From an optimization exercise on the open Yosys and OpenROAD flow, aimed at small area, a short achievable clock period and few clock cycles per item; shortcuts taken in it are not production practice. In this exercise RTL edits were held to simulation tests only and were not proved equivalent to the original. No activity file was given, so power comes from the tool's default toggle rates.

==> design.v <==
module dsdec_il_enc (
    input  wire [23:0] n,
    input  wire [3:0]  groups,
    output reg  [7:0]  x,
    output reg  [7:0]  y,
    output reg  [7:0]  z
);
    integer g;
    always @* begin
        x = 8'd0;
        y = 8'd0;
        z = 8'd0;
        for (g = 0; g < 8; g = g + 1) begin
            if (g < groups) begin
                x[g] = n[3*g+2];
                y[g] = n[3*g+1];
                z[g] = n[3*g];
            end
        end
    end
endmodule
module dsdec_il_dec (
    input  wire [7:0]  x,
    input  wire [7:0]  y,
    input  wire [7:0]  z,
    input  wire [3:0]  groups,
    output reg  [23:0] v
);
    integer g;
    always @* begin
        v = 24'd0;
        for (g = 0; g < 8; g = g + 1) begin
            if (g < groups) begin
                v[3*g+2] = x[g];
                v[3*g+1] = y[g];
                v[3*g]   = z[g];
            end
        end
    end
endmodule
module dsdec_hto_hi #(parameter KSPLIT = 5) (
    input  wire [7:0] xi,
    input  wire [7:0] yi,
    input  wire [7:0] zi,
    input  wire [3:0] a,
    output reg  [7:0] xo,
    output reg  [7:0] yo,
    output reg  [7:0] zo
);
    reg [7:0] x0, x1, x2, mask, p, t;
    integer k;
    always @* begin
        p    = 8'd0;
        t    = 8'd0;
        mask = (8'd1 << a) - 8'd1;
        x0 = xi & mask;
        x1 = yi & mask;
        x2 = zi & mask;
        for (k = 7; k >= KSPLIT; k = k - 1) begin
            if (k < a) begin
                p = (8'd1 << k) - 8'd1;
                if (x0[k]) x0 = x0 ^ p;
                if (x1[k]) x0 = x0 ^ p;
                else begin
                    t  = (x0 ^ x1) & p;
                    x0 = x0 ^ t;
                    x1 = x1 ^ t;
                end
                if (x2[k]) x0 = x0 ^ p;
                else begin
                    t  = (x0 ^ x2) & p;
                    x0 = x0 ^ t;
                    x2 = x2 ^ t;
                end
            end
        end
        xo = x0;
        yo = x1;
        zo = x2;
    end
endmodule
module dsdec_hto_lo #(parameter KSPLIT = 5) (
    input  wire [7:0] xi,
    input  wire [7:0] yi,
    input  wire [7:0] zi,
    input  wire [3:0] a,
    output reg  [7:0] xo,
    output reg  [7:0] yo,
    output reg  [7:0] zo
);
    reg [7:0] x0, x1, x2, p, t;
    integer k;
    always @* begin
        p  = 8'd0;
        t  = 8'd0;
        x0 = xi;
        x1 = yi;
        x2 = zi;
        for (k = KSPLIT - 1; k >= 1; k = k - 1) begin
            if (k < a) begin
                p = (8'd1 << k) - 8'd1;
                if (x0[k]) x0 = x0 ^ p;
                if (x1[k]) x0 = x0 ^ p;
                else begin
                    t  = (x0 ^ x1) & p;
                    x0 = x0 ^ t;
                    x1 = x1 ^ t;
                end
                if (x2[k]) x0 = x0 ^ p;
                else begin
                    t  = (x0 ^ x2) & p;
                    x0 = x0 ^ t;
                    x2 = x2 ^ t;
                end
            end
        end
        x1 = x1 ^ x0;
        x2 = x2 ^ x1;
        t = 8'd0;
        for (k = 7; k >= 1; k = k - 1) begin
            if (k < a && x2[k]) t = t ^ ((8'd1 << k) - 8'd1);
        end
        xo = x0 ^ t;
        yo = x1 ^ t;
        zo = x2 ^ t;
    end
endmodule
module dsdec_hfrom (
    input  wire [7:0] xi,
    input  wire [7:0] yi,
    input  wire [7:0] zi,
    input  wire [3:0] a,
    output reg  [7:0] xo,
    output reg  [7:0] yo,
    output reg  [7:0] zo
);
    reg [7:0] x0, x1, x2, mask, p, t;
    integer k;
    always @* begin
        p    = 8'd0;
        t    = 8'd0;
        mask = (8'd1 << a) - 8'd1;
        x0 = xi & mask;
        x1 = yi & mask;
        x2 = zi & mask;
        t  = x2 >> 1;
        x2 = x2 ^ x1;
        x1 = x1 ^ x0;
        x0 = x0 ^ t;
        for (k = 1; k <= 7; k = k + 1) begin
            if (k < a) begin
                p = (8'd1 << k) - 8'd1;
                if (x2[k]) x0 = x0 ^ p;
                else begin
                    t  = (x0 ^ x2) & p;
                    x0 = x0 ^ t;
                    x2 = x2 ^ t;
                end
                if (x1[k]) x0 = x0 ^ p;
                else begin
                    t  = (x0 ^ x1) & p;
                    x0 = x0 ^ t;
                    x1 = x1 ^ t;
                end
                if (x0[k]) x0 = x0 ^ p;
            end
        end
        xo = x0;
        yo = x1;
        zo = x2;
    end
endmodule
module dsdec_hsplit (
    input  wire [7:0]       c,
    input  wire [3:0]       a,
    output wire signed [7:0] f,      
    output wire [7:0]       coarse
);
    wire [3:0] s4    = 4'd8 - a;
    wire [2:0] s     = s4[2:0];
    wire [7:0] lmask = ~(8'hFF << s);                   
    wire [7:0] below = c & (lmask >> 1);                
    wire [7:0] top1  = c & ~(lmask >> 1) & lmask;       
    wire       recentre = (top1 != 8'd0) && (below != 8'd0);
    wire [7:0] amask = ~(8'hFF << a);
    assign f      = (c & lmask) | (recentre ? ~lmask : 8'd0);
    assign coarse = ((c >> s) + {7'd0, recentre}) & amask;
endmodule
module dsdec_hil_clamp (
    input  wire [23:0] d,
    input  wire [4:0]  q,
    output wire [2:0]  cl        
);
    wire [23:0] lo   = ~(24'hFFFFFF << q);                  
    wire        hi_nz = (d & ~lo) != 24'd0;
    wire        ones  = (d | ~lo) == 24'hFFFFFF;
    wire        pow   = d == (24'd1 << q);
    assign cl = {hi_nz | ones, hi_nz & !pow, d == 24'd0};
endmodule
module dsdec_hil_nb (
    input  wire [23:0] d,
    input  wire [23:0] h,
    input  wire [3:0]  a,
    input  wire [4:0]  q,
    input  wire [2:0]  cl,
    input  wire        from_cmd,
    output wire [23:0] nout,
    output wire [5:0]  dir,      
    output wire [15:0] dsh       
);
    wire [3:0] s4 = 4'd8 - a;
    wire [2:0] s  = s4[2:0];
    wire [23:0] top   = (24'd1 << q) - 24'd1;
    wire [23:0] d_inc = d + 24'd1;
    wire [23:0] d_dec = d - 24'd1;
    wire [23:0] dn    = cl[2] ? top : d_inc;
    wire [23:0] dp    = cl[0] ? 24'd0 : cl[1] ? top : d_dec;
    wire [7:0] en0, en1, en2, ep0, ep1, ep2;
    wire [7:0] n0, n1, n2, p0, p1, p2;
    dsdec_il_enc u_enc_n  (.n(dn), .groups(a), .x(en0), .y(en1), .z(en2));
    dsdec_il_enc u_enc_p  (.n(dp), .groups(a), .x(ep0), .y(ep1), .z(ep2));
    dsdec_hfrom  u_from_n (.xi(from_cmd ? h[23:16] : en0),
                           .yi(from_cmd ? h[15:8]  : en1),
                           .zi(from_cmd ? h[7:0]   : en2),
                           .a(a), .xo(n0), .yo(n1), .zo(n2));
    dsdec_hfrom  u_from_p (.xi(ep0), .yi(ep1), .zi(ep2), .a(a), .xo(p0), .yo(p1), .zo(p2));
    assign nout = {n0, n1, n2};
    assign dir  = {n2 > p2, n2 < p2, n1 > p1, n1 < p1, n0 > p0, n0 < p0};
    wire [31:0] d_sh = {8'd0, d} << s;
    assign dsh = d_sh[15:0];
endmodule
module dsdec_hil_fin (
    input  wire [15:0]       dsh,
    input  wire [5:0]        dir,
    input  wire signed [7:0] f_r,
    input  wire signed [7:0] f_g,
    input  wire signed [7:0] f_b,
    output wire [15:0]       acc
);
    wire use_r = dir[5] | dir[4], neg_r = !dir[5] & dir[4];
    wire use_g = dir[3] | dir[2], neg_g = !dir[3] & dir[2];
    wire use_b = dir[1] | dir[0], neg_b = !dir[1] & dir[0];
    wire [9:0]  t_r = use_r ? {{2{f_r[7]}}, f_r} ^ {10{neg_r}} : 10'd0;
    wire [9:0]  t_g = use_g ? {{2{f_g[7]}}, f_g} ^ {10{neg_g}} : 10'd0;
    wire [9:0]  t_b = use_b ? {{2{f_b[7]}}, f_b} ^ {10{neg_b}} : 10'd0;
    wire [9:0]  sum = t_r + t_g + t_b + {8'd0, neg_r} + {8'd0, neg_g} + {8'd0, neg_b};
    assign acc = dsh + {{6{sum[9]}}, sum};
endmodule
module dsdec_phase_rom (
    input  wire [7:0]  c,
    output wire [13:0] p
);
    wire [6:0] i = c[7] ? ~c[6:0] : c[6:0];
    reg  [11:0] w;
    always @* begin
        case (i)
            7'd0: w = 12'd0;
            7'd1: w = 12'd327;
            7'd2: w = 12'd462;
            7'd3: w = 12'd567;
            7'd4: w = 12'd655;
            7'd5: w = 12'd733;
            7'd6: w = 12'd803;
            7'd7: w = 12'd868;
            7'd8: w = 12'd929;
            7'd9: w = 12'd986;
            7'd10: w = 12'd1040;
            7'd11: w = 12'd1091;
            7'd12: w = 12'd1140;
            7'd13: w = 12'd1188;
            7'd14: w = 12'd1233;
            7'd15: w = 12'd1278;
            7'd16: w = 12'd1320;
            7'd17: w = 12'd1362;
            7'd18: w = 12'd1402;
            7'd19: w = 12'd1442;
            7'd20: w = 12'd1480;
            7'd21: w = 12'd1518;
            7'd22: w = 12'd1555;
            7'd23: w = 12'd1591;
            7'd24: w = 12'd1626;
            7'd25: w = 12'd1661;
            7'd26: w = 12'd1695;
            7'd27: w = 12'd1728;
            7'd28: w = 12'd1761;
            7'd29: w = 12'd1794;
            7'd30: w = 12'd1826;
            7'd31: w = 12'd1857;
            7'd32: w = 12'd1888;
            7'd33: w = 12'd1919;
            7'd34: w = 12'd1949;
            7'd35: w = 12'd1979;
            7'd36: w = 12'd2009;
            7'd37: w = 12'd2038;
            7'd38: w = 12'd2067;
            7'd39: w = 12'd2095;
            7'd40: w = 12'd2124;
            7'd41: w = 12'd2152;
            7'd42: w = 12'd2179;
            7'd43: w = 12'd2207;
            7'd44: w = 12'd2234;
            7'd45: w = 12'd2261;
            7'd46: w = 12'd2288;
            7'd47: w = 12'd2314;
            7'd48: w = 12'd2340;
            7'd49: w = 12'd2366;
            7'd50: w = 12'd2392;
            7'd51: w = 12'd2418;
            7'd52: w = 12'd2443;
            7'd53: w = 12'd2469;
            7'd54: w = 12'd2494;
            7'd55: w = 12'd2519;
            7'd56: w = 12'd2544;
            7'd57: w = 12'd2568;
            7'd58: w = 12'd2593;
            7'd59: w = 12'd2617;
            7'd60: w = 12'd2641;
            7'd61: w = 12'd2665;
            7'd62: w = 12'd2689;
            7'd63: w = 12'd2713;
            7'd64: w = 12'd2737;
            7'd65: w = 12'd2760;
            7'd66: w = 12'd2783;
            7'd67: w = 12'd2807;
            7'd68: w = 12'd2830;
            7'd69: w = 12'd2853;
            7'd70: w = 12'd2876;
            7'd71: w = 12'd2899;
            7'd72: w = 12'd2922;
            7'd73: w = 12'd2944;
            7'd74: w = 12'd2967;
            7'd75: w = 12'd2989;
            7'd76: w = 12'd3012;
            7'd77: w = 12'd3034;
            7'd78: w = 12'd3056;
            7'd79: w = 12'd3078;
            7'd80: w = 12'd3101;
            7'd81: w = 12'd3123;
            7'd82: w = 12'd3144;
            7'd83: w = 12'd3166;
            7'd84: w = 12'd3188;
            7'd85: w = 12'd3210;
            7'd86: w = 12'd3232;
            7'd87: w = 12'd3253;
            7'd88: w = 12'd3275;
            7'd89: w = 12'd3296;
            7'd90: w = 12'd3318;
            7'd91: w = 12'd3339;
            7'd92: w = 12'd3360;
            7'd93: w = 12'd3382;
            7'd94: w = 12'd3403;
            7'd95: w = 12'd3424;
            7'd96: w = 12'd3445;
            7'd97: w = 12'd3466;
            7'd98: w = 12'd3487;
            7'd99: w = 12'd3508;
            7'd100: w = 12'd3529;
            7'd101: w = 12'd3550;
            7'd102: w = 12'd3571;
            7'd103: w = 12'd3592;
            7'd104: w = 12'd3613;
            7'd105: w = 12'd3633;
            7'd106: w = 12'd3654;
            7'd107: w = 12'd3675;
            7'd108: w = 12'd3696;
            7'd109: w = 12'd3716;
            7'd110: w = 12'd3737;
            7'd111: w = 12'd3758;
            7'd112: w = 12'd3778;
            7'd113: w = 12'd3799;
            7'd114: w = 12'd3819;
            7'd115: w = 12'd3840;
            7'd116: w = 12'd3860;
            7'd117: w = 12'd3881;
            7'd118: w = 12'd3902;
            7'd119: w = 12'd3922;
            7'd120: w = 12'd3943;
            7'd121: w = 12'd3963;
            7'd122: w = 12'd3983;
            7'd123: w = 12'd4004;
            7'd124: w = 12'd4024;
            7'd125: w = 12'd4045;
            7'd126: w = 12'd4065;
            7'd127: w = 12'd4086;
            default: w = 12'd0;
        endcase
    end
    assign p = c[7] ? {2'd0, w} : 14'd8192 - {2'd0, w};
endmodule
module dsdec_dec_triangle (
    input  wire [7:0]  r,
    input  wire [7:0]  g,
    input  wire [7:0]  b,
    output wire [15:0] depth
);
    wire [17:0] num  = {r, 10'd0} - 18'd255;           
    wire [17:0] quot = num / 18'd510;
    wire [1:0]  m    = (r == 8'd0) ? 2'd0 : quot[1:0];
    wire [7:0]  t    = (m == 2'd0) ? g :
                       (m == 2'd1) ? b :
                       (m == 2'd2) ? 8'd255 - g :
                                     8'd255 - b;
    wire [15:0] frac = {8'd0, t} + {15'd0, &t};
    assign depth = {7'd0, m, 7'd0} + frac;
endmodule
module dsdec_dec_packed (
    input  wire [7:0]  r,
    input  wire [7:0]  g,
    input  wire [4:0]  q,
    input  wire [3:0]  a,
    input  wire        split,
    output wire [15:0] depth
);
    wire [4:0]  lw    = q - {1'b0, a};                  
    wire [7:0]  hmask = 8'hFF << (4'd8 - a);
    wire [7:0]  gmask = 8'hFF << (5'd8 - lw);
    wire [7:0]  hi    = r >> (4'd8 - a);
    wire        inv   = split && hi[0];
    wire [7:0]  lowf  = (g ^ {8{inv}}) & gmask;
    wire [15:0] lows  = {lowf, 8'd0} >> a;
    assign depth = {r & hmask, 8'd0} | lows;
endmodule
module dsdec_dec_phase (
    input  wire [7:0]  r,
    input  wire [7:0]  g,
    output wire [15:0] depth
);
    wire [13:0] p;
    dsdec_phase_rom u_rom (.c(r), .p(p));
    wire g0 = (g == 8'd0);
    wire g1 = (g == 8'd1);
    assign depth = g0 ? {2'd0, p} :
                   (g1 && p != 14'd0) ? (16'd0 - {2'd0, p}) : 16'hFFFF;
endmodule
module dsdec_hue_raw (
    input  wire [7:0]  r,
    input  wire [7:0]  g,
    input  wire [7:0]  b,
    output wire [10:0] raw_o
);
    wire [9:0] sum = r + g + b;
    reg  signed [11:0] raw;
    always @* begin
        if (r >= g && r >= b) begin
            if (g >= b) raw = $signed({4'd0, g}) - $signed({4'd0, b});
            else        raw = $signed({4'd0, g}) - $signed({4'd0, b}) + 12'sd1529;
        end else if (g >= r && g >= b) begin
            raw = $signed({4'd0, b}) - $signed({4'd0, r}) + 12'sd510;
        end else begin
            raw = $signed({4'd0, r}) - $signed({4'd0, g}) + 12'sd1020;
        end
    end
    wire zero = (sum < 10'd255);
    assign raw_o = zero ? 11'd0 : raw[10:0];
endmodule
module dsdec_hue_b (
    input  wire [10:0] raw,
    input  wire [4:0]  q,
    output wire [15:0] at
);
    wire [16:0] r43 = {raw, 6'd0} - {2'd0, raw, 4'd0} - {4'd0, raw, 2'd0} - {6'd0, raw};
    wire [14:0] r9  = {1'b0, raw, 3'd0} + {4'd0, raw};
    wire [15:0] cor = ({1'b0, r9} + 16'd63) >> 6;
    wire [15:0] ft  = r43[15:0] - cor;
    assign at = ft >> (5'd16 - q);
endmodule
module dsdec_hue_c (
    input  wire [10:0] raw,
    input  wire [15:0] at,
    input  wire [4:0]  q,
    output wire [15:0] hq
);
    wire [13:0] rq  = {3'd0, raw} << q;
    wire [13:0] a14 = at[13:0];
    wire signed [13:0] v = rq + (a14 << 9) + (a14 << 3) - {3'd0, raw} - (a14 << 11) - a14;
    wire ge0 = !v[13];
    wire ge1 = v >= 14'sd1529;
    wire ge2 = v >= 14'sd3058;
    wire ge3 = v >= 14'sd4587;
    wire [2:0] e1 = ge3 ? 3'd4 : ge2 ? 3'd3 : ge1 ? 3'd2 : ge0 ? 3'd1 : 3'd0;
    assign hq = at + {13'd0, e1} - 16'd1;
endmodule
module dsdec (
    input  wire        clk,
    input  wire        rst,
    input  wire        in_valid,
    output wire        in_ready,
    input  wire [15:0] in_cmd,
    input  wire [23:0] in_opnd,
    output wire        out_valid,
    input  wire        out_ready,
    output wire [23:0] out_result,
    output wire [1:0]  out_err
);
    reg go;
    assign in_ready = go;
    wire en;
    reg        v0;
    reg [15:0] cmd0;
    reg [23:0] opnd0;
    always @(posedge clk) begin
        if (rst)     v0 <= 1'b0;
        else if (en) v0 <= in_valid && go;
        if (en) begin
            cmd0  <= in_cmd;
            opnd0 <= in_opnd;
        end
    end
    wire [3:0] op  = cmd0[15:12];
    wire [2:0] sel = cmd0[11:9];
    wire [4:0] q   = cmd0[8:4];
    wire [3:0] a   = cmd0[3:0];
    wire [7:0] x   = opnd0[23:16];
    wire [7:0] y   = opnd0[15:8];
    wire [7:0] z   = opnd0[7:0];
    wire is_decode = (op == 4'h7);
    wire cfg_ok    = (q >= 5'd1) && (q <= 5'd16) && (a >= 4'd1) && (a <= 4'd8) &&
                     ({1'b0, a} <= q) &&
                     !(is_decode && (sel == 3'd3 || sel == 3'd4) && (q - {1'b0, a} > 5'd8));
    wire [1:0] err = (op == 4'h0 || op >= 4'h8) ? 2'd3 :
                     (is_decode && sel == 3'd7)  ? 2'd2 :
                     !cfg_ok                     ? 2'd1 : 2'd0;
    wire k_hil   = is_decode && sel == 3'd0;
    wire k_hue   = is_decode && sel == 3'd6;
    wire k_hto   = op == 4'h5;
    wire k_hfrom = op == 4'h6;
    wire [30:0] menc_sh = {15'd0, opnd0[15:0]} << (5'd16 - q);
    wire [3:0]  enc_g   = (op == 4'h1) ? 4'd6 : a;
    wire [23:0] enc_n   = (op == 4'h1) ? {6'd0, menc_sh[17:0]} : opnd0;
    wire [7:0]  enc_x, enc_y, enc_z;
    dsdec_il_enc u_enc (.n(enc_n), .groups(enc_g), .x(enc_x), .y(enc_y), .z(enc_z));
    wire [3:0]  dec_g   = (op == 4'h4) ? a : 4'd6;
    wire [23:0] dec_v;
    dsdec_il_dec u_dec (.x(x), .y(y), .z(z), .groups(dec_g), .v(dec_v));
    wire [15:0] dep_triangle, dep_packed, dep_phase;
    dsdec_dec_triangle u_tri (.r(x), .g(y), .b(z), .depth(dep_triangle));
    dsdec_dec_packed   u_pck (.r(x), .g(y), .q(q), .a(a), .split(sel == 3'd4), .depth(dep_packed));
    dsdec_dec_phase    u_pha (.r(x), .g(y), .depth(dep_phase));
    reg [23:0] res1;
    always @* begin
        case (op)
            4'h1, 4'h2: res1 = {enc_x, enc_y, enc_z};
            4'h3, 4'h4: res1 = dec_v;
            default: begin
                case (sel)
                    3'd1:       res1 = {8'd0, dep_triangle};
                    3'd2:       res1 = {8'd0, dec_v[15:0]};
                    3'd3, 3'd4: res1 = {8'd0, dep_packed};
                    default:    res1 = {8'd0, dep_phase};
                endcase
            end
        endcase
    end
    wire signed [7:0] f_r, f_g, f_b;
    wire [7:0] co_r, co_g, co_b;
    dsdec_hsplit u_split_r (.c(x), .a(a), .f(f_r), .coarse(co_r));
    dsdec_hsplit u_split_g (.c(y), .a(a), .f(f_g), .coarse(co_g));
    dsdec_hsplit u_split_b (.c(z), .a(a), .f(f_b), .coarse(co_b));
    wire [7:0] m0, m1, m2;
    dsdec_hto_hi u_hto_hi (.xi(k_hto ? x : co_b), .yi(k_hto ? y : co_g), .zi(k_hto ? z : co_r),
                           .a(a), .xo(m0), .yo(m1), .zo(m2));
    wire [10:0] hue_raw;
    dsdec_hue_raw u_hue_raw (.r(x), .g(y), .b(z), .raw_o(hue_raw));
    reg        v1;
    reg [1:0]  err1;
    reg        hil1, hue1, hto1, hfrom1;
    reg [3:0]  a1;
    reg [4:0]  q1;
    reg [23:0] h1r;        
    reg [23:0] aux1;       
    always @(posedge clk) begin
        if (rst)     v1 <= 1'b0;
        else if (en) v1 <= v0;
        if (en) begin
            err1   <= err;
            hil1   <= k_hil;
            hue1   <= k_hue;
            hto1   <= k_hto;
            hfrom1 <= k_hfrom;
            a1     <= a;
            q1     <= q;
            h1r    <= k_hfrom ? opnd0 : {m0, m1, m2};
            aux1   <= k_hil ? {f_r, f_g, f_b} :
                      k_hue ? {13'd0, hue_raw} : res1;
        end
    end
    wire [7:0] h0, h1, h2;
    dsdec_hto_lo u_hto_lo (.xi(h1r[23:16]), .yi(h1r[15:8]), .zi(h1r[7:0]), .a(a1),
                           .xo(h0), .yo(h1), .zo(h2));
    wire [23:0] hdist;
    dsdec_il_dec u_dist (.x(h0), .y(h1), .z(h2), .groups(a1), .v(hdist));
    wire [2:0] clamp;
    dsdec_hil_clamp u_clamp (.d(hdist), .q(q1), .cl(clamp));
    wire [15:0] hue_at;
    dsdec_hue_b u_hue_b (.raw(aux1[10:0]), .q(q1), .at(hue_at));
    wire [23:0] r2a = hil1   ? hdist :
                      hto1   ? {h0, h1, h2} :
                      hfrom1 ? h1r :
                      hue1   ? {8'd0, hue_at} : aux1[23:0];
    reg        v2;
    reg [1:0]  err2;
    reg        hil2, hue2, hfrom2;
    reg [3:0]  a2;
    reg [4:0]  q2;
    reg [23:0] r2ar;       
    reg [23:0] f2;
    reg [2:0]  cl2;
    always @(posedge clk) begin
        if (rst)     v2 <= 1'b0;
        else if (en) v2 <= v1;
        if (en) begin
            err2   <= err1;
            hil2   <= hil1;
            hue2   <= hue1;
            hfrom2 <= hfrom1;
            a2     <= a1;
            q2     <= q1;
            r2ar   <= r2a;
            f2     <= aux1;
            cl2    <= clamp;
        end
    end
    wire [23:0] nout;
    wire [5:0]  dir;
    wire [15:0] dsh;
    dsdec_hil_nb u_nb (.d(r2ar), .h(r2ar), .a(a2), .q(q2), .cl(cl2), .from_cmd(hfrom2),
                       .nout(nout), .dir(dir), .dsh(dsh));
    wire [15:0] hue_hq;
    dsdec_hue_c u_hue_c (.raw(f2[10:0]), .at(r2ar[15:0]), .q(q2), .hq(hue_hq));
    wire [45:0] r3a = hil2   ? {dir, f2, dsh} :
                      hue2   ? {30'd0, hue_hq} :
                      hfrom2 ? {22'd0, nout} : {22'd0, r2ar};
    reg        v3;
    reg [1:0]  err3;
    reg        hil3, hue3;
    reg [4:0]  q3;
    reg [45:0] r3ar;
    always @(posedge clk) begin
        if (rst)     v3 <= 1'b0;
        else if (en) v3 <= v2;
        if (en) begin
            err3  <= err2;
            hil3  <= hil2;
            hue3  <= hue2;
            q3    <= q2;
            r3ar  <= r3a;
        end
    end
    wire [15:0] hil_acc;
    dsdec_hil_fin u_fin (.dsh(r3ar[15:0]), .dir(r3ar[45:40]),
                         .f_r(r3ar[39:32]), .f_g(r3ar[31:24]), .f_b(r3ar[23:16]),
                         .acc(hil_acc));
    wire [15:0] scaled = (hil3 ? hil_acc : r3ar[15:0]) << (5'd16 - q3);
    wire [23:0] val4 = (hil3 || hue3) ? {8'd0, scaled} : r3ar[23:0];
    wire [25:0] res4 = {err3, (err3 == 2'd0) ? val4 : 24'd0};
    reg        hv, sv;
    reg [25:0] head, skid;
    assign en      = go || !v3;
    wire push      = go && v3;
    wire head_free = !hv || out_ready;
    wire hv_n      = head_free ? (sv || push) : 1'b1;
    wire sv_n      = head_free ? (sv && push) : (sv || push);
    always @(posedge clk) begin
        if (rst) begin
            hv <= 1'b0;
            sv <= 1'b0;
            go <= 1'b1;
        end else begin
            hv <= hv_n;
            sv <= sv_n;
            go <= !(hv_n && sv_n);
        end
        if (head_free) head <= sv ? skid : res4;
        if (push)      skid <= res4;
    end
    assign out_valid  = hv;
    assign out_result = head[23:0];
    assign out_err    = head[25:24];
endmodule
==> run.sh <==
#!/bin/bash
# synth_recipe.tcl (not shown) runs the flow's synth.tcl, then flattens the netlist and writes it again
# the make line also repeats each setting of config.mk as NAME=value (left out here)
make -C /OpenROAD-flow-scripts/flow DESIGN_CONFIG=/design/flow/config.mk WORK_HOME=/design/flow/orfs CLKGATE_MAP_FILE= SYNTH_SCRIPT=/design/flow/synth_recipe.tcl finish
==> config.mk <==
export PLATFORM = sky130hd
export DESIGN_NAME = dsdec
export DESIGN_NICKNAME = dsdec
export VERILOG_FILES = /design/flow/design.v
export SDC_FILE = /design/flow/constraint.sdc
export NUM_CORES = 4
export LEC_CHECK = 0
export ABC_AREA = 1
export ABC_CLOCK_PERIOD_IN_PS = 9000
export CAP_MARGIN = 20
export CORE_MARGIN = 2
export CORE_UTILIZATION = 50
export SLEW_MARGIN = 20
==> constraint.sdc <==
create_clock -name core_clock -period 40.0 [get_ports {clk}]
set_input_delay 8.0000 -clock core_clock [delete_from_list [all_inputs] [get_ports {clk}]]
set_output_delay 8.0000 -clock core_clock [all_outputs]
set_load 0.01 [all_outputs]
==> results of run 1 <==
==> worst paths after layout <==
kind / start / end / slack [ps] / cells past startpoint
min reg2reg: err2[0] / err3[0] / 410 / 0
min: err2[0] / err3[0] / 410 / 0
max: go / in_ready / 30500 / 1
max reg2reg: opnd0[17] / aux1[9] / 30610 / 60
==> where the power goes <==
group	internal, mW	switching, mW
clock	0.203	0.140
sequential	0.363	0.0545
combinational	0.852	1.59
total	1.42	1.78
==> state kept, by name (all words and copies together), names as in the netlist, 5 cells and up <==
| name | count |
|---|---|
| r3ar | 46 |
| head | 26 |
| skid | 26 |
| aux1 | 24 |
| f2 | 24 |
| h1r | 24 |
| opnd0 | 24 |
| r2ar | 24 |
| cmd0 | 16 |
| q1 | 5 |
| q2 | 5 |
| q3 | 5 |
==> layout make-up <==
| class | count | area, um^2 |
|---|---|---|
| flip-flops and latches | 282 | 8400 |
| repair buffers | 151 | 1310 |
| inverters | 875 | 3300 |
| clock buffers | 45 | 975 |
| clock inverters | 21 | 272 |
| fillers | 8409 | 37600 |
| well taps | 1070 | 1340 |
| multi-input cells | 4966 | 28500 |
==> per-stage QoR <==
stage / hold WS [ps] / cell area [um^2]
after global routing: 417 / 44100
final: 412 / 44100
after floorplan: 400 / 41000
after global placement: 401 / 42800
after detailed placement: 405 / 42800
after CTS: 416 / 44100
==> metal layers <==
metal,vias to the layer above,wire length (um)
li1,21285,-
met1,20260,62500
met2,2008,71800
met3,528,11700
met4,2,11700
met5,-,8
==> placed cells by master, fill, tap and decap left out, types with 78 or more instances in the layout <==
| master | count |
|---|---|
| ha_1 | 295 |
| a21oi_1 | 300 |
| o211ai_1 | 95 |
| nand3_1 | 471 |
| nor3_1 | 80 |
| buf_4 | 80 |
| nand2_1 | 1571 |
| o21ai_0 | 722 |
| xor2_1 | 197 |
| inv_1 | 831 |
| nor2_1 | 470 |
| edfxtp_1 | 275 |
| xnor2_1 | 78 |
==> kinds of logic (layout without fill, tap and decap cells) <==
family          Yosys count  in the layout  share of synthesized area
mux                      46             46                     0.0113
compound gates         1486           1486                      0.211
buf+inv                1096           1092                      0.102
xor+xnor                278            278                     0.0597
fa+ha+maj               364            364                      0.124
flops                   282            282                      0.205
simple gates           2792           2792                      0.288
==> impl_metrics.csv, run 1 <==
group,metric,value,unit
routing,vias_per_cell,5.95,
synthesis,synth_commonest_cells,"1572 x nand2_1, 833 x inv_1, 723 x o21ai_0",
setup_path,slowest_delay,550,ps
synthesis,synth_area,0.0410,mm^2
finish,area_growth,7.39,%
place,place_ws,30170,ps
cts,htree_levels,2,
grt,track_usage,0.364,
floorplan,core_area,0.0817,mm^2
setup_path,cp_top_family,"buffers and inverters",
routing,wl_per_cell,21.3,um
cts,clk_latency,580,ps
synthesis,yosys.area.top_type,"edfxtp_1",
grt,grt_use_met3,0.0471,
setup_path,crit_type,"reg2out",
timing,min_period_over_period,0.237,
cts,clk_pin_slew,60,ps
synthesis,ys_seq_area_frac,0.205,
synthesis,synth_edf_count,275,
floorplan,initial_utilization,0.502,
power,p_total,3.20,mW
grt,busiest_layer,"met2",
power,ir_worst_vdd,0.115,mV
timing,fin_skew,29.3,ps
finish,nets,6720,
synthesis,synthCells,6344,
synthesis,yosysMostFrequentCell,"nand2_1",
floorplan,die_h,291,um
floorplan,die_area,0.0844,mm^2
grt,grt_overflow_total,0,
job,cap_violations,0,
routing,drt_pre_antenna_iters,9,
power,powerDensity,72.6,mW/mm^2
floorplan,die_w,291,um
timing,slew_headroom,0.210,
setup_path,cp-end-kind,"output pin",
timing,rsz0062_at_grt,"false",
synthesis,synth_top_area_frac,0.201,
finish,drive_gt1_frac,0.0481,
synthesis,ys_types,81,
timing,setup_slack,30500,ps
timing,fmaxAchievable,105,MHz
finish,num_antenna_cells,0,
routing,vias,44083,
cts,numCtsBuffers,36,
routing,drt_iter0_markers,4558,
timing,hold_viol_final,0,
grt,grt_start_max_net_pins,85,
cts,hold_buffers,0,
place,gp_congestion,1.05,
grt,grtUsageMet1,0.451,
floorplan,rows,105,
cts,postCtsSetupBuffers,0,
cts,cts_resized,0,
power,leakage,20.8,nW
timing,slew_violations,0,
synthesis,synth_nets,6752,
floorplan,num_io_pins,72,
setup_path,cp.buffers_inverters,1,
routing,ant_nets,0,
grt,antenna_found_initial,1,
synthesis,syn_avg_cell_area,6.47,um^2
routing,drc,0,
cts,cts_max_path_buffers,3,
grt,gr-usage-met2,0.603,
grt,grt_pass1_vias,41054,
synthesis,synth_area_leaders,"edfxtp_1 20%, nand2_1 14%, ha_1 9.0%",
routing,wl,158000,um
synthesis,async_flop_share,0,
place,dp_cells,7343,
timing,worstMarginPinSlew,1180,ps
synthesis,ys_seq_elements,282,
setup_path,critPathArrivalTime,1500,ps
outcome,status,"timing/DRC/antenna clean",
finish,instances_no_fill,7410,
timing,fin_crit,9500,ps
place,dpl.hpwl,124000,um
finish,final_util,0.539,
setup_path,crit_chain,"clkdlybuf4s50_1",
setup_path,cp_max_fo,4,
synthesis,ys.flop_type,"edfxtp_1",
synthesis,yosysWarnings,8,
setup_path,cp.required,32000,ps
setup_path,cp-start-kind,"flop",
cts,cts-root-buf,"clkbuf_16",
timing,finalSetupViolations,0,
cts,cts_sinks,282,
min_path,hold_path_class,"reg2reg",
timing,fin_tns_setup,0,ps
place,port_buffers,71,
setup_path,cp_slowest_cell,"clkdlybuf4s50_1",
grt,grt_pass1_wl,241000,um
cts,cts_tree,"yes",
Testbench counts, summed over its fixed seeds: cycles 16,040, items 16,000.
==> run 2, diff against run 1 <==
--- a/design.v
+++ b/design.v
@@ -494,5 +494,5 @@
 );
-    reg go;
-    assign in_ready = go;
+    reg  go;
     wire en;
+    assign in_ready = go;
     reg        v0;
@@ -522,12 +522,10 @@
                      !cfg_ok                     ? 2'd1 : 2'd0;
-    wire k_hil   = is_decode && sel == 3'd0;
-    wire k_hue   = is_decode && sel == 3'd6;
-    wire k_hto   = op == 4'h5;
+    wire k_hil  = is_decode && sel == 3'd0;
+    wire k_hue  = is_decode && sel == 3'd6;
+    wire k_hto  = op == 4'h5;
     wire k_hfrom = op == 4'h6;
-    wire [30:0] menc_sh = {15'd0, opnd0[15:0]} << (5'd16 - q);
-    wire [3:0]  enc_g   = (op == 4'h1) ? 4'd6 : a;
-    wire [23:0] enc_n   = (op == 4'h1) ? {6'd0, menc_sh[17:0]} : opnd0;
+    wire k_menc = op == 4'h1;
     wire [7:0]  enc_x, enc_y, enc_z;
-    dsdec_il_enc u_enc (.n(enc_n), .groups(enc_g), .x(enc_x), .y(enc_y), .z(enc_z));
-    wire [3:0]  dec_g   = (op == 4'h4) ? a : 4'd6;
+    dsdec_il_enc u_enc (.n(opnd0), .groups(a), .x(enc_x), .y(enc_y), .z(enc_z));
+    wire [3:0]  dec_g = (op == 4'h4) ? a : 4'd6;
     wire [23:0] dec_v;
@@ -538,17 +536,2 @@
     dsdec_dec_phase    u_pha (.r(x), .g(y), .depth(dep_phase));
-    reg [23:0] res1;
-    always @* begin
-        case (op)
-            4'h1, 4'h2: res1 = {enc_x, enc_y, enc_z};
-            4'h3, 4'h4: res1 = dec_v;
-            default: begin
-                case (sel)
-                    3'd1:       res1 = {8'd0, dep_triangle};
-                    3'd2:       res1 = {8'd0, dec_v[15:0]};
-                    3'd3, 3'd4: res1 = {8'd0, dep_packed};
-                    default:    res1 = {8'd0, dep_phase};
-                endcase
-            end
-        endcase
-    end
     wire signed [7:0] f_r, f_g, f_b;
@@ -563,5 +546,24 @@
     dsdec_hue_raw u_hue_raw (.r(x), .g(y), .b(z), .raw_o(hue_raw));
+    reg [23:0] aux;
+    always @* begin
+        case (op)
+            4'h1:       aux = {8'd0, opnd0[15:0]};
+            4'h2:       aux = {enc_x, enc_y, enc_z};
+            4'h3, 4'h4: aux = dec_v;
+            4'h6:       aux = opnd0;
+            default: begin
+                case (sel)
+                    3'd0:       aux = {f_r, f_g, f_b};
+                    3'd1:       aux = {8'd0, dep_triangle};
+                    3'd2:       aux = {8'd0, dec_v[15:0]};
+                    3'd3, 3'd4: aux = {8'd0, dep_packed};
+                    3'd6:       aux = {13'd0, hue_raw};
+                    default:    aux = {8'd0, dep_phase};
+                endcase
+            end
+        endcase
+    end
     reg        v1;
     reg [1:0]  err1;
-    reg        hil1, hue1, hto1, hfrom1;
+    reg        hil1, hue1, hto1, hfrom1, menc1;
     reg [3:0]  a1;
@@ -569,3 +571,3 @@
     reg [23:0] h1r;        
-    reg [23:0] aux1;       
+    reg [23:0] aux1;
     always @(posedge clk) begin
@@ -574,12 +576,12 @@
         if (en) begin
-            err1   <= err;
-            hil1   <= k_hil;
-            hue1   <= k_hue;
-            hto1   <= k_hto;
+            err1  <= err;
+            hil1  <= k_hil;
+            hue1  <= k_hue;
+            hto1  <= k_hto;
             hfrom1 <= k_hfrom;
-            a1     <= a;
-            q1     <= q;
-            h1r    <= k_hfrom ? opnd0 : {m0, m1, m2};
-            aux1   <= k_hil ? {f_r, f_g, f_b} :
-                      k_hue ? {13'd0, hue_raw} : res1;
+            menc1 <= k_menc;
+            a1    <= a;
+            q1    <= q;
+            h1r   <= {m0, m1, m2};
+            aux1  <= aux;
         end
@@ -595,9 +597,8 @@
     dsdec_hue_b u_hue_b (.raw(aux1[10:0]), .q(q1), .at(hue_at));
-    wire [23:0] r2a = hil1   ? hdist :
-                      hto1   ? {h0, h1, h2} :
-                      hfrom1 ? h1r :
-                      hue1   ? {8'd0, hue_at} : aux1[23:0];
+    wire [23:0] r2a = hil1 ? hdist :
+                      hto1 ? {h0, h1, h2} :
+                      hue1 ? {8'd0, hue_at} : aux1;
     reg        v2;
     reg [1:0]  err2;
-    reg        hil2, hue2, hfrom2;
+    reg        hil2, hue2, hfrom2, menc2;
     reg [3:0]  a2;
@@ -605,3 +606,3 @@
     reg [23:0] r2ar;       
-    reg [23:0] f2;
+    reg [23:0] f2;         
     reg [2:0]  cl2;
@@ -615,2 +616,3 @@
             hfrom2 <= hfrom1;
+            menc2  <= menc1;
             a2     <= a1;
@@ -634,3 +636,3 @@
     reg [1:0]  err3;
-    reg        hil3, hue3;
+    reg        hil3, shl3, menc3;
     reg [4:0]  q3;
@@ -643,3 +645,4 @@
             hil3  <= hil2;
-            hue3  <= hue2;
+            shl3  <= hil2 || hue2 || menc2;
+            menc3 <= menc2;
             q3    <= q2;
@@ -652,4 +655,7 @@
                          .acc(hil_acc));
-    wire [15:0] scaled = (hil3 ? hil_acc : r3ar[15:0]) << (5'd16 - q3);
-    wire [23:0] val4 = (hil3 || hue3) ? {8'd0, scaled} : r3ar[23:0];
+    wire [17:0] scaled = {2'd0, hil3 ? hil_acc : r3ar[15:0]} << (5'd16 - q3);
+    wire [7:0]  menc_x, menc_y, menc_z;
+    dsdec_il_enc u_menc (.n({6'd0, scaled}), .groups(4'd6), .x(menc_x), .y(menc_y), .z(menc_z));
+    wire [23:0] val4 = menc3 ? {menc_x, menc_y, menc_z} :
+                       shl3  ? {8'd0, scaled[15:0]} : r3ar[23:0];
     wire [25:0] res4 = {err3, (err3 == 2'd0) ? val4 : 24'd0};
==> impl_metrics.csv, run 2 <==
group,metric,value,unit
synthesis,yosysMostFrequentCell,"nand2_1",
finish,drive_gt1_frac,0.0473,
finish,regArea,0.00849,mm^2
routing,wl_per_cell,21.1,um
grt,grt_start_max_net_pins,98,
cts,cts_sinks,285,
cts,cts-root-buf,"clkbuf_16",
finish,final_cell_area,0.0429,mm^2
routing,drt_pre_antenna_iters,6,
grt,grt_pass1_vias,39484,
synthesis,synth_edf_count,278,
routing,wl,150000,um
power,powerDensity,78.4,mW/mm^2
routing,ant_nets,0,
finish,multi_input_area,0.0276,mm^2
setup_path,r2r_slack,30570,ps
finish,largest_register_ffs,46,
synthesis,ys_types,87,
timing,min_period_over_period,0.238,
power,leakage,20.0,nW
setup_path,cp_top_family,"buffers and inverters",
power,ir_worst_vdd,0.108,mV
timing,fin_skew,37.2,ps
synthesis,synth_area,0.0399,mm^2
grt,grt_pass1_wl,229000,um
synthesis,yosys.area.top_type,"edfxtp_1",
timing,hold_viol_final,0,
synthesis,ys_seq_area_frac,0.212,
setup_path,cp-start-kind,"flop",
synthesis,synth_commonest_cells,"1522 x nand2_1, 770 x inv_1, 650 x o21ai_0",
synthesis,ys.flop_type,"edfxtp_1",
finish,layout_commonest_cell,"nand2_1",
synthesis,syn_avg_cell_area,6.58,um^2
outcome,status,"timing/DRC/antenna clean",
place,port_buffers,71,
synthesis,synth_area_leaders,"edfxtp_1 21%, nand2_1 14%, ha_1 9.1%",
setup_path,critPathArrivalTime,1520,ps
setup_path,cp-end-kind,"output pin",
synthesis,async_flop_share,0,
cts,numCtsBuffers,36,
timing,slew_headroom,0.168,
setup_path,crit_type,"reg2out",
grt,grt_overflow_total,0,
cts,clk_latency,580,ps
finish,reg_top3,"r3ar (46), head (26), skid (26)",
floorplan,rows,103,
floorplan,die_h,287,um
setup_path,cp.required,32000,ps
timing,fin_tns_setup,0,ps
floorplan,die_w,287,um
floorplan,core_area,0.0790,mm^2
timing,worstMarginPinSlew,1230,ps
setup_path,cp.buffers_inverters,1,
finish,largest-register,"r3ar",
synthesis,yosysWarnings,8,
cts,clk_pin_slew,60,ps
finish,area_growth,7.37,%
min_path,hold_path_class,"reg2reg",
synthesis,synthCells,6067,
cts,cts_max_path_buffers,3,
place,gp_congestion,1.02,
cts,cts_tree,"yes",
routing,drt_iter0_markers,4147,
synthesis,synth_nets,6471,
timing,setup_slack,30480,ps
cts,cts_resized,0,
routing,drc,0,
floorplan,num_io_pins,72,
cts,hold_buffers,0,
floorplan,die_area,0.0822,mm^2
place,placed_area,0.0417,mm^2
finish,final_cell_mix,"1521 x nand2_1, 768 x inv_1, 648 x o21ai_0",
finish,nets,6447,
grt,track_usage,0.357,
timing,slew_violations,0,
synthesis,synth_top_area_frac,0.209,
place,place_ws,30110,ps
cts,htree_levels,2,
setup_path,crit_chain,"clkdlybuf4s50_1",
synthesis,ys_seq_elements,285,
routing,vias,42248,
timing,rsz0062_at_grt,"false",
setup_path,slowest_delay,570,ps
setup_path,cp_max_fo,4,
job,cap_violations,0,
timing,finalSetupViolations,0,
floorplan,initial_utilization,0.506,
finish,fillers,8043,
setup_path,cp_slowest_cell,"clkdlybuf4s50_1",
place,dpl.hpwl,118000,um
timing,fin_crit,9520,ps
routing,vias_per_cell,5.93,
grt,antenna_found_initial,2,
cts,postCtsSetupBuffers,0,
timing,fmaxAchievable,105,MHz
run 2: per-stage QoR:
stage / std cells / hold slack, ps / utilization / power [mW]
2_1_floorplan: 6067 / 400 / - / 2.31
3_3_place_gp: 7055 / 401 / 0.528 / 2.94
3_5_place_dp: 7055 / 406 / 0.528 / 2.98
4_1_cts: 7120 / 419 / 0.543 / 3.31
5_1_grt: 7120 / 420 / 0.543 / 3.70
6_report: 7121 / 419 / 0.543 / 3.36
run 2: where the power goes:
group	leakage, nW	total [mW]	internal (mW)	switching (mW)
sequential	3.15	0.431	0.370	0.0605
combinational	16.3	2.61	0.895	1.72
clock	0.553	0.318	0.176	0.142
run 2: worst paths after layout:
kind / end / start / depth (start not counted)
worst max-delay path: in_ready / go / 1
worst min-delay path: err3[1] / err2[1] / 0
worst max register to register: h1r[10] / cmd0[2] / 30
worst min register to register: err3[1] / err2[1] / 0
run 2: cell families (layout without fill, tap and decap cells):
kind of cell,count (synthesis),count (layout),share of synthesized area
XOR/XNOR,282,282,0.0647
AND/OR/NAND/NOR,2693,2693,0.286
adder cells (fa/ha/maj),360,360,0.126
flip-flops,285,285,0.212
other,0,1,0
multiplexers,55,55,0.0143
AO/OA/AOI/OAI,1367,1367,0.199
buffers and inverters,1025,1028,0.0970
run 2: final cells by class:
cell class / instances / area share
tap: 1050 / 0.0306
antenna: 1 / 0.0000583
clock buffer: 40 / 0.0214
multi-input combinational: 4757 / 0.644
sequential: 285 / 0.198
timing repair buffer: 142 / 0.0290
clock inverter: 25 / 0.00537
inverter: 821 / 0.0721
run 2: layer usage:
layer,GRT usage,vias to the layer above,routed length (um)
met2,0.609,1870,70500
li1,-,20407,-
met1,0.434,19445,59700
met4,0.213,2,10400
met5,0,-,10
met3,0.0407,524,9790
Testbench counts of run 2, summed over its fixed seeds: cycles 16,040, items 16,000.
==> run 3, diff against run 2 <==
--- a/design.v
+++ b/design.v
@@ -40,3 +40,3 @@
 endmodule
-module dsdec_hto_hi #(parameter KSPLIT = 5) (
+module dsdec_hto_hi #(parameter KSPLIT = 6) (
     input  wire [7:0] xi,
@@ -81,3 +81,3 @@
 endmodule
-module dsdec_hto_lo #(parameter KSPLIT = 5) (
+module dsdec_hto_lo #(parameter KSPLIT = 6) (
     input  wire [7:0] xi,
@@ -191,41 +191,82 @@
     input  wire [4:0]  q,
-    output wire [2:0]  cl        
+    input  wire [3:0]  a,
+    output wire [3:0]  fl        
 );
-    wire [23:0] lo   = ~(24'hFFFFFF << q);                  
+    wire [23:0] lo    = ~(24'hFFFFFF << q);                 
     wire        hi_nz = (d & ~lo) != 24'd0;
     wire        ones  = (d | ~lo) == 24'hFFFFFF;
-    wire        pow   = d == (24'd1 << q);
-    assign cl = {hi_nz | ones, hi_nz & !pow, d == 24'd0};
+    wire [4:0]  a3    = {a, 1'b0} + {1'b0, a};
+    wire [23:0] full  = ~(24'hFFFFFF << a3);
+    assign fl = {hi_nz, !hi_nz && ones, (d | ~full) == 24'hFFFFFF, d == 24'd0};
 endmodule
-module dsdec_hil_nb (
+module dsdec_hil_dir (
     input  wire [23:0] d,
-    input  wire [23:0] h,
     input  wire [3:0]  a,
-    input  wire [4:0]  q,
-    input  wire [2:0]  cl,
-    input  wire        from_cmd,
-    output wire [23:0] nout,
-    output wire [5:0]  dir,      
-    output wire [15:0] dsh       
-);
-    wire [3:0] s4 = 4'd8 - a;
-    wire [2:0] s  = s4[2:0];
-    wire [23:0] top   = (24'd1 << q) - 24'd1;
-    wire [23:0] d_inc = d + 24'd1;
-    wire [23:0] d_dec = d - 24'd1;
-    wire [23:0] dn    = cl[2] ? top : d_inc;
-    wire [23:0] dp    = cl[0] ? 24'd0 : cl[1] ? top : d_dec;
-    wire [7:0] en0, en1, en2, ep0, ep1, ep2;
-    wire [7:0] n0, n1, n2, p0, p1, p2;
-    dsdec_il_enc u_enc_n  (.n(dn), .groups(a), .x(en0), .y(en1), .z(en2));
-    dsdec_il_enc u_enc_p  (.n(dp), .groups(a), .x(ep0), .y(ep1), .z(ep2));
-    dsdec_hfrom  u_from_n (.xi(from_cmd ? h[23:16] : en0),
-                           .yi(from_cmd ? h[15:8]  : en1),
-                           .zi(from_cmd ? h[7:0]   : en2),
-                           .a(a), .xo(n0), .yo(n1), .zo(n2));
-    dsdec_hfrom  u_from_p (.xi(ep0), .yi(ep1), .zi(ep2), .a(a), .xo(p0), .yo(p1), .zo(p2));
-    assign nout = {n0, n1, n2};
-    assign dir  = {n2 > p2, n2 < p2, n1 > p1, n1 < p1, n0 > p0, n0 < p0};
-    wire [31:0] d_sh = {8'd0, d} << s;
-    assign dsh = d_sh[15:0];
+    input  wire [3:0]  fl,
+    output wire [5:0]  dir       
+);
+    wire [7:0] x0, x1, x2;
+    dsdec_il_enc u_enc (.n(d), .groups(4'd8), .x(x0), .y(x1), .z(x2));
+    wire [7:0] g0 = x0 ^ (x2 >> 1);
+    wire [7:0] g1 = x1 ^ x0;
+    wire [7:0] g2 = x2 ^ x1;
+    wire [7:0] all7 = x0 & x1 & x2;
+    wire [7:0] any  = x0 | x1 | x2;
+    wire [7:0] mn   = ~all7 & (all7 + 8'd1);     
+    wire [7:0] mp   = any & (~any + 8'd1);       
+    reg [2:0] en, ep;
+    reg       bn, bp, dx0, dx1;
+    reg [2:0] de;
+    integer k;
+    always @* begin
+        en = 3'd0; ep = 3'd0; bn = 1'b0; bp = 1'b0; dx0 = 1'b0; dx1 = 1'b0; de = 3'd0;
+        for (k = 0; k < 8; k = k + 1) begin
+            if (k >= 1) begin
+                if (g2[k]) begin
+                    bn = bn ^ en[0]; bp = bp ^ ep[0];
+                end else begin
+                    {en[0], en[2]} = {en[2], en[0]}; {ep[0], ep[2]} = {ep[2], ep[0]};
+                end
+                if (g1[k]) begin
+                    bn = bn ^ en[0]; bp = bp ^ ep[0];
+                end else begin
+                    {en[0], en[1]} = {en[1], en[0]}; {ep[0], ep[1]} = {ep[1], ep[0]};
+                end
+                if (g0[k]) begin
+                    bn = bn ^ en[0]; bp = bp ^ ep[0];
+                end
+            end
+            if (mn[k]) begin
+                dx1 = x2[k];
+                dx0 = x2[k] & x1[k];
+                de  = {1'b1 ^ dx1, dx1 ^ dx0, dx0};
+                en  = de;
+                bn  = |(de & {g2[k], g1[k], g0[k]});
+            end
+            if (mp[k]) begin
+                dx1 = ~x2[k];
+                dx0 = ~x2[k] & ~x1[k];
+                de  = {1'b1 ^ dx1, dx1 ^ dx0, dx0};
+                ep  = de;
+                bp  = |(de & {g2[k], g1[k], g0[k]});
+            end
+        end
+    end
+    wire use_n = !fl[2];                         
+    wire use_p = !fl[0];                         
+    wire [2:0] n_pos = (use_n && !bn) ? en : 3'd0;
+    wire [2:0] n_neg = (use_n &&  bn) ? en : 3'd0;
+    wire [2:0] p_pos = (use_p &&  bp) ? ep : 3'd0;
+    wire [2:0] p_neg = (use_p && !bp) ? ep : 3'd0;
+    wire [2:0] gt8 = (n_pos | p_pos) & ~(n_neg | p_neg);
+    wire [2:0] lt8 = (n_neg | p_neg) & ~(n_pos | p_pos);
+    wire [3:0] am3 = a % 4'd3;                   
+    wire [2:0] gt = (am3 == 4'd0) ? {gt8[0], gt8[2], gt8[1]} :
+                    (am3 == 4'd1) ? {gt8[1], gt8[0], gt8[2]} : gt8;
+    wire [2:0] lt = (am3 == 4'd0) ? {lt8[0], lt8[2], lt8[1]} :
+                    (am3 == 4'd1) ? {lt8[1], lt8[0], lt8[2]} : lt8;
+    wire [5:0] dir_w = {1'b0, am3 == 4'd1, 1'b0, am3 == 4'd2, 1'b0, 1'b1};
+    assign dir = fl[3]            ? 6'd0 :
+                 (fl[1] && !fl[2]) ? dir_w :
+                 {gt[2], lt[2], gt[1], lt[1], gt[0], lt[0]};
 endmodule
@@ -395,5 +436,4 @@
 );
-    wire [17:0] num  = {r, 10'd0} - 18'd255;           
-    wire [17:0] quot = num / 18'd510;
-    wire [1:0]  m    = (r == 8'd0) ? 2'd0 : quot[1:0];
+    wire [1:0]  k    = (r <= 8'd63) ? 2'b11 : (r <= 8'd191) ? 2'b00 : 2'b01;
+    wire [1:0]  m    = (r == 8'd0) ? 2'd0 : {r[0], 1'b0} + k;
     wire [7:0]  t    = (m == 2'd0) ? g :
@@ -470,3 +510,3 @@
     input  wire [4:0]  q,
-    output wire [15:0] hq
+    output wire [2:0]  e1
 );
@@ -479,4 +519,3 @@
     wire ge3 = v >= 14'sd4587;
-    wire [2:0] e1 = ge3 ? 3'd4 : ge2 ? 3'd3 : ge1 ? 3'd2 : ge0 ? 3'd1 : 3'd0;
-    assign hq = at + {13'd0, e1} - 16'd1;
+    assign e1 = ge3 ? 3'd4 : ge2 ? 3'd3 : ge1 ? 3'd2 : ge0 ? 3'd1 : 3'd0;
 endmodule
@@ -527,2 +566,3 @@
     wire k_menc = op == 4'h1;
+    wire k_pha  = is_decode && sel == 3'd5;
     wire [7:0]  enc_x, enc_y, enc_z;
@@ -532,6 +572,5 @@
     dsdec_il_dec u_dec (.x(x), .y(y), .z(z), .groups(dec_g), .v(dec_v));
-    wire [15:0] dep_triangle, dep_packed, dep_phase;
+    wire [15:0] dep_triangle, dep_packed;
     dsdec_dec_triangle u_tri (.r(x), .g(y), .b(z), .depth(dep_triangle));
     dsdec_dec_packed   u_pck (.r(x), .g(y), .q(q), .a(a), .split(sel == 3'd4), .depth(dep_packed));
-    dsdec_dec_phase    u_pha (.r(x), .g(y), .depth(dep_phase));
     wire signed [7:0] f_r, f_g, f_b;
@@ -560,3 +599,3 @@
                     3'd6:       aux = {13'd0, hue_raw};
-                    default:    aux = {8'd0, dep_phase};
+                    default:    aux = {8'd0, y, x};            
                 endcase
@@ -567,3 +606,3 @@
     reg [1:0]  err1;
-    reg        hil1, hue1, hto1, hfrom1, menc1;
+    reg        hil1, hue1, hto1, hfrom1, menc1, pha1;
     reg [3:0]  a1;
@@ -582,2 +621,3 @@
             menc1 <= k_menc;
+            pha1  <= k_pha;
             a1    <= a;
@@ -593,9 +633,12 @@
     dsdec_il_dec u_dist (.x(h0), .y(h1), .z(h2), .groups(a1), .v(hdist));
-    wire [2:0] clamp;
-    dsdec_hil_clamp u_clamp (.d(hdist), .q(q1), .cl(clamp));
+    wire [3:0] clamp;
+    dsdec_hil_clamp u_clamp (.d(hdist), .q(q1), .a(a1), .fl(clamp));
     wire [15:0] hue_at;
     dsdec_hue_b u_hue_b (.raw(aux1[10:0]), .q(q1), .at(hue_at));
+    wire [15:0] dep_phase;
+    dsdec_dec_phase u_pha (.r(aux1[7:0]), .g(aux1[15:8]), .depth(dep_phase));
     wire [23:0] r2a = hil1 ? hdist :
                       hto1 ? {h0, h1, h2} :
-                      hue1 ? {8'd0, hue_at} : aux1;
+                      hue1 ? {8'd0, hue_at} :
+                      pha1 ? {8'd0, dep_phase} : aux1;
     reg        v2;
@@ -607,3 +650,3 @@
     reg [23:0] f2;         
-    reg [2:0]  cl2;
+    reg [3:0]  cl2;
     always @(posedge clk) begin
@@ -624,11 +667,14 @@
     end
-    wire [23:0] nout;
     wire [5:0]  dir;
-    wire [15:0] dsh;
-    dsdec_hil_nb u_nb (.d(r2ar), .h(r2ar), .a(a2), .q(q2), .cl(cl2), .from_cmd(hfrom2),
-                       .nout(nout), .dir(dir), .dsh(dsh));
-    wire [15:0] hue_hq;
-    dsdec_hue_c u_hue_c (.raw(f2[10:0]), .at(r2ar[15:0]), .q(q2), .hq(hue_hq));
+    dsdec_hil_dir u_dir (.d(r2ar), .a(a2), .fl(cl2), .dir(dir));
+    wire [31:0] dsh32 = {8'd0, r2ar} << (4'd8 - a2);        
+    wire [15:0] dsh   = dsh32[15:0];
+    wire [7:0]  n0, n1, n2;
+    dsdec_hfrom u_from (.xi(r2ar[23:16]), .yi(r2ar[15:8]), .zi(r2ar[7:0]), .a(a2),
+                        .xo(n0), .yo(n1), .zo(n2));
+    wire [23:0] nout = {n0, n1, n2};
+    wire [2:0] hue_e1;
+    dsdec_hue_c u_hue_c (.raw(f2[10:0]), .at(r2ar[15:0]), .q(q2), .e1(hue_e1));
     wire [45:0] r3a = hil2   ? {dir, f2, dsh} :
-                      hue2   ? {30'd0, hue_hq} :
+                      hue2   ? {27'd0, hue_e1, r2ar[15:0]} :
                       hfrom2 ? {22'd0, nout} : {22'd0, r2ar};
@@ -636,3 +682,3 @@
     reg [1:0]  err3;
-    reg        hil3, shl3, menc3;
+    reg        hil3, hue3, shl3, menc3;
     reg [4:0]  q3;
@@ -645,2 +691,3 @@
             hil3  <= hil2;
+            hue3  <= hue2;
             shl3  <= hil2 || hue2 || menc2;
@@ -655,3 +702,4 @@
                          .acc(hil_acc));
-    wire [17:0] scaled = {2'd0, hil3 ? hil_acc : r3ar[15:0]} << (5'd16 - q3);
+    wire [15:0] hue_hq = r3ar[15:0] + {13'd0, r3ar[18:16]} - 16'd1;
+    wire [17:0] scaled = {2'd0, hil3 ? hil_acc : hue3 ? hue_hq : r3ar[15:0]} << (5'd16 - q3);
     wire [7:0]  menc_x, menc_y, menc_z;
==> flow/run.sh (new file) <==
#!/bin/bash
# The standard layout (the standard.sh, unchanged synthesis and steps),
# with one change: the buffers that placement puts on the input and output
# ports are sky130_fd_sc_hd__buf_2 instead of the buffer_ports default.
# The make output of the whole run goes to flow_make.log in this folder;
# each ORFS step also writes its own log under orfs/logs/.
set -euo pipefail
bash standard.sh "BUFFER_PORTS_ARGS=-buffer_cell sky130_fd_sc_hd__buf_2" finish > flow_make.log 2>&1
==> standard.sh (new file) <==
#!/bin/bash
# synth_recipe.tcl (not shown) runs the flow's synth.tcl, then flattens the netlist and writes it again
# the make line also repeats each setting of config.mk as NAME=value (left out here)
make -C /OpenROAD-flow-scripts/flow DESIGN_CONFIG=/design/flow/config.mk WORK_HOME=/design/flow/orfs CLKGATE_MAP_FILE= SYNTH_SCRIPT=/design/flow/synth_recipe.tcl "${@:-finish}"
removed: run.sh
==> impl_metrics.csv, run 3 <==
group,metric,value,unit
grt,grt_pass1_wl,201000,um
synthesis,synth_top_area_frac,0.225,
synthesis,async_flop_share,0,
routing,drt_iter0_markers,3972,
setup_path,crit_type,"reg2out",
cts,cts_resized,0,
grt,track_usage,0.327,
timing,slew_violations,0,
setup_path,cp-start-kind,"flop",
timing,hold_viol_final,0,
setup_path,cp-end-kind,"output pin",
synthesis,yosys.area.top_type,"edfxtp_1",
min_path,hold_path_class,"reg2reg",
floorplan,rows,100,
timing,worstMarginPinSlew,1030,ps
routing,ant_nets,0,
timing,fin_skew,22.9,ps
grt,grt_pass1_vias,35811,
power,powerDensity,81.4,mW/mm^2
finish,fillers,7637,
routing,wl,128000,um
synthesis,syn_avg_cell_area,6.68,um^2
setup_path,cp_max_fo,1,
place,place_ws,30520,ps
grt,grt_start_max_net_pins,107,
timing,fmaxAchievable,110,MHz
floorplan,initial_utilization,0.505,
routing,drc,0,
timing,setup_slack,30930,ps
timing,fin_crit,9070,ps
floorplan,core_area,0.0743,mm^2
timing,fin_tns_setup,0,ps
synthesis,yosysWarnings,9,
routing,vias,37996,
finish,drive_gt1_frac,0.0509,
synthesis,synth_commonest_cells,"1352 x nand2_1, 796 x inv_1, 565 x o21ai_0",
synthesis,yosysMostFrequentCell,"nand2_1",
finish,largest-register,"r3ar",
setup_path,crit_chain,"buf_2",
outcome,status,"timing/DRC/antenna clean",
cts,clk_pin_slew,60,ps
place,dpl.hpwl,101000,um
synthesis,synth_area_leaders,"edfxtp_1 22%, nand2_1 14%, ha_1 9.8%",
timing,min_period_over_period,0.227,
floorplan,die_w,278,um
place,port_buffers,71,
finish,largest_register_ffs,46,
finish,area_growth,6.24,%
finish,layout_commonest_cell,"nand2_1",
grt,grt_overflow_total,0,
cts,postCtsSetupBuffers,0,
power,leakage,19.0,nW
cts,cts_sinks,288,
setup_path,slowest_delay,380,ps
setup_path,cp.required,32000,ps
synthesis,synth_edf_count,281,
cts,numCtsBuffers,34,
routing,wl_per_cell,19.5,um
synthesis,ys.flop_type,"edfxtp_1",
finish,nets,5985,
synthesis,ys_seq_area_frac,0.229,
setup_path,cp_top_family,"flip-flops",
timing,hold_slack,421,ps
place,gp_congestion,1.03,
cts,cts_tree,"yes",
cts,cts_max_path_buffers,3,
timing,slew_headroom,0.312,
finish,reg_top3,"r3ar (46), head (26), skid (26)",
routing,vias_per_cell,5.78,
grt,antenna_found_initial,0,
synthesis,ys_seq_elements,288,
cts,cts-root-buf,"clkbuf_16",
routing,drt_pre_antenna_iters,8,
synthesis,synth_area,0.0375,mm^2
job,cap_violations,0,
cts,clk_latency,560,ps
setup_path,cp.buffers_inverters,1,
synthesis,synthCells,5611,
timing,finalSetupViolations,0,
floorplan,die_h,278,um
cts,htree_levels,2,
timing,rsz0062_at_grt,"false",
cts,hold_buffers,0,
finish,final_cell_mix,"1351 x nand2_1, 793 x inv_1, 564 x o21ai_0",
floorplan,num_io_pins,72,
setup_path,cp_slowest_cell,"edfxtp_1",
floorplan,die_area,0.0772,mm^2
power,ir_worst_vdd,0.0612,mV
setup_path,critPathArrivalTime,1070,ps
synthesis,synth_nets,6018,
synthesis,ys_types,75,
## run 3: changes by cell type after synthesis, sizes merged, moves of 22 or more
| cell | delta |
|---|---|
| clkbuf | -25 |
| nand3 | -85 |
| nand2 | -181 |
| a21oi | -37 |
| nor2 | +22 |
| xor2 | -54 |
| o21ai | -71 |
## run 3: worst paths after layout
check,start,cells past startpoint,end,slack [ps]
worst max-delay path,head[4],1,out_result[4],30930
worst min-delay path,err1[1],0,err2[1],420
worst max register to register,cmd0[1],33,h1r[11],31390
worst min register to register,err1[1],0,err2[1],420
## run 3: cell families (layout without fill, tap and decap cells)
kind of cell               count (synthesis)  count (layout)  synth area share
and+or+nand+nor                         2419            2419             0.269
buffers and inverters                   1013            1004             0.102
xor gates and xnor gates                 215             215            0.0520
DFF                                      288             288             0.229
AOI/OAI and AO/OA                       1286            1286             0.205
adders and majority gates                363             363             0.135
muxes                                     27              27           0.00721
other                                      0               1                 0
## run 3: stage by stage
step / std cells / total power [mW] / util / area, um^2
floorplan: 5611 / 2.24 / - / 37500
global placement: 6511 / 2.85 / 0.520 / 38700
detailed placement: 6511 / 2.87 / 0.520 / 38700
CTS: 6571 / 3.21 / 0.536 / 39800
global route: 6571 / 3.57 / 0.536 / 39800
finish: 6572 / 3.24 / 0.536 / 39800
## run 3: power by group
group | switching (mW) | total [mW] | internal (mW)
logic | 1.65 | 2.47 | 0.824
registers | 0.0709 | 0.440 | 0.369
clock network | 0.133 | 0.329 | 0.196
## run 3: metal layers
metal  routed length (um)  up-vias  track usage
met5                    0        -            0
met4                 5680        0        0.133
met3                 9660      315       0.0458
met2                57700     1459        0.533
met1                54900    17397        0.436
li1                     -    18825            -
## run 3: layout make-up
type	count	area, um^2	share of cell area
repair buffers	104	603	0.0151
multi-input cells	4310	25100	0.630
clock inverters	21	268	0.00672
inverters	840	3160	0.0793
diodes	1	2.50	0.0000628
well taps	969	1210	0.0304
flip-flops and latches	288	8580	0.215
clock buffers	39	901	0.0226
## run 3: worst reg2reg max path, delay by kind of cell, from the launching register on
family	cells	cell delay [ps]
AOI/OAI and AO/OA	5	1290
adders and majority gates	3	1070
DFF	1	770
buffers and inverters	11	2880
and+or+nand+nor	14	2350
Testbench counts of run 3, summed over its fixed seeds: cycles 16,040, items 16,000.
==> run 4, diff against run 3 <==
--- a/config.mk
+++ b/config.mk
@@ -9,5 +9,5 @@
 export ABC_CLOCK_PERIOD_IN_PS = 9000
-export CAP_MARGIN = 20
+export CAP_MARGIN = 40
 export CORE_MARGIN = 2
 export CORE_UTILIZATION = 50
-export SLEW_MARGIN = 20
+export SLEW_MARGIN = 60
==> impl_metrics.csv, run 4 <==
group,metric,value,unit
floorplan,core_area,0.0743,mm^2
synthesis,yosysMostFrequentCell,"nand2_1",
finish,area_growth,7.84,%
finish,final_cell_mix,"1348 x nand2_1, 789 x inv_1, 558 x o21ai_0",
grt,grt_pass1_vias,35838,
finish,layout_commonest_cell,"nand2_1",
cts,cts_tree,"yes",
synthesis,syn_avg_cell_area,6.68,um^2
synthesis,synth_area_leaders,"edfxtp_1 22%, nand2_1 14%, ha_1 9.8%",
finish,drive_gt1_frac,0.0670,
synthesis,synth_top_area_frac,0.225,
floorplan,initial_utilization,0.505,
cts,postCtsSetupBuffers,0,
routing,wl_per_cell,19.4,um
grt,track_usage,0.328,
setup_path,r2r_cells,34,
job,cap_violations,0,
synthesis,async_flop_share,0,
cts,cts-root-buf,"clkbuf_16",
timing,slew_violations,0,
grt,grt_start_max_net_pins,107,
synthesis,synth_edf_count,281,
min_path,hold_path_class,"reg2reg",
setup_path,cp_max_fo,4,
routing,wl,129000,um
synthesis,synth_nets,6018,
setup_path,slowest_delay,390,ps
power,leakage,19.3,nW
floorplan,die_h,278,um
place,gp_congestion,1.03,
synthesis,synth_commonest_cells,"1352 x nand2_1, 796 x inv_1, 565 x o21ai_0",
timing,slew_headroom,0.574,
routing,vias,38249,
synthesis,ys_seq_area_frac,0.229,
outcome,status,"timing/DRC/antenna clean",
floorplan,rows,100,
synthesis,yosysWarnings,9,
timing,min_period_over_period,0.227,
finish,nets,6033,
routing,drc,0,
finish,largest_register_ffs,46,
cts,hold_buffers,0,
setup_path,cp_top_family,"flip-flops",
grt,grt_overflow_total,0,
setup_path,cp.buffers_inverters,1,
floorplan,die_w,278,um
routing,drt_pre_antenna_iters,7,
cts,cts_sinks,288,
cts,clk_pin_slew,60,ps
place,dp_cells,6547,
synthesis,synthCells,5611,
timing,worstMarginPinSlew,639,ps
setup_path,crit_type,"reg2out",
floorplan,die_area,0.0772,mm^2
timing,fmaxAchievable,110,MHz
place,port_buffers,71,
finish,largest-register,"r3ar",
finish,num_antenna_cells,0,
setup_path,critPathArrivalTime,1100,ps
power,powerDensity,80.2,mW/mm^2
setup_path,worst-path-stages,1,
setup_path,crit_chain,"buf_2",
grt,antenna_found_initial,2,
cts,numCtsBuffers,35,
synthesis,yosys.area.top_type,"edfxtp_1",
min_path,whs_path_depth,0,
timing,fin_skew,24.9,ps
finish,instances_no_fill,6622,
synthesis,synth_area,0.0375,mm^2
timing,hold_viol_final,0,
timing,fin_tns_setup,0,ps
power,ir_worst_vdd,0.0625,mV
timing,fin_crit,9100,ps
setup_path,cp.required,32000,ps
finish,final_util,0.544,
finish,reg_top3,"r3ar (46), head (26), skid (26)",
floorplan,num_io_pins,72,
setup_path,cp-start-kind,"flop",
setup_path,cp_slowest_cell,"dfxtp_1",
synthesis,ys_types,75,
setup_path,cp-end-kind,"output pin",
timing,finalSetupViolations,0,
timing,rsz0062_at_grt,"false",
routing,drt_iter0_markers,4120,
cts,clk_latency,570,ps
synthesis,ys.flop_type,"edfxtp_1",
grt,grt_pass1_wl,201000,um
place,dpl.hpwl,102000,um
synthesis,ys_seq_elements,288,
cts,cts_resized,0,
cts,htree_levels,2,
routing,ant_nets,0,
cts,cts_max_path_buffers,3,
routing,vias_per_cell,5.78,
run 4: final cells by class:
| cell class | count | area (um^2) |
|---|---|---|
| clock buffer | 43 | 916 |
| clock inverter | 21 | 215 |
| timing repair buffer | 151 | 1030 |
| fill | 7608 | 33900 |
| tap | 969 | 1210 |
| multi-input combinational | 4310 | 25300 |
| inverter | 840 | 3180 |
| sequential | 288 | 8580 |
run 4: power breakdown:
part	switching, mW	leakage, nW	total, mW	internal, mW
combinational	1.66	15.6	2.50	0.834
sequential	0.0571	3.20	0.426	0.369
clock	0.139	0.535	0.319	0.180
total	1.86	19.3	3.24	1.38
run 4: per-stage QoR:
step / setup WS, ps / total power [mW] / area [um^2] / hold WS, ps
after global routing: 30840 / 3.58 / 40400 / 424
after floorplan: 30940 / 2.24 / 37500 / 400
after CTS: 30870 / 3.21 / 40300 / 417
final: 30900 / 3.24 / 40400 / 418
after global placement: 30570 / 2.85 / 38700 / 401
after detailed placement: 31160 / 2.88 / 39100 / 405
run 4: layer usage:
metal	track usage	routed length (um)
met3	0.0411	9280
met4	0.128	5830
met5	0	0
met2	0.537	58000
met1	0.441	55700
run 4: worst paths after layout:
path | startpoint | end | slack, ps
setup / recovery | go | in_ready | 30900
setup reg to reg | cmd0[0] | h1r[19] | 32390
hold / removal | err2[0] | err3[0] | 420
hold reg to reg | err2[0] | err3[0] | 420
run 4: kinds of logic (layout without fill, tap and decap cells):
family / after synthesis / after routing / share of synthesized area
and+or+nand+nor: 2419 / 2419 / 0.269
AOI/OAI and AO/OA: 1286 / 1286 / 0.205
buffers and inverters: 1013 / 1055 / 0.102
adders and majority gates: 363 / 363 / 0.135
DFF: 288 / 288 / 0.229
xor gates and xnor gates: 215 / 215 / 0.0520
muxes: 27 / 27 / 0.00721
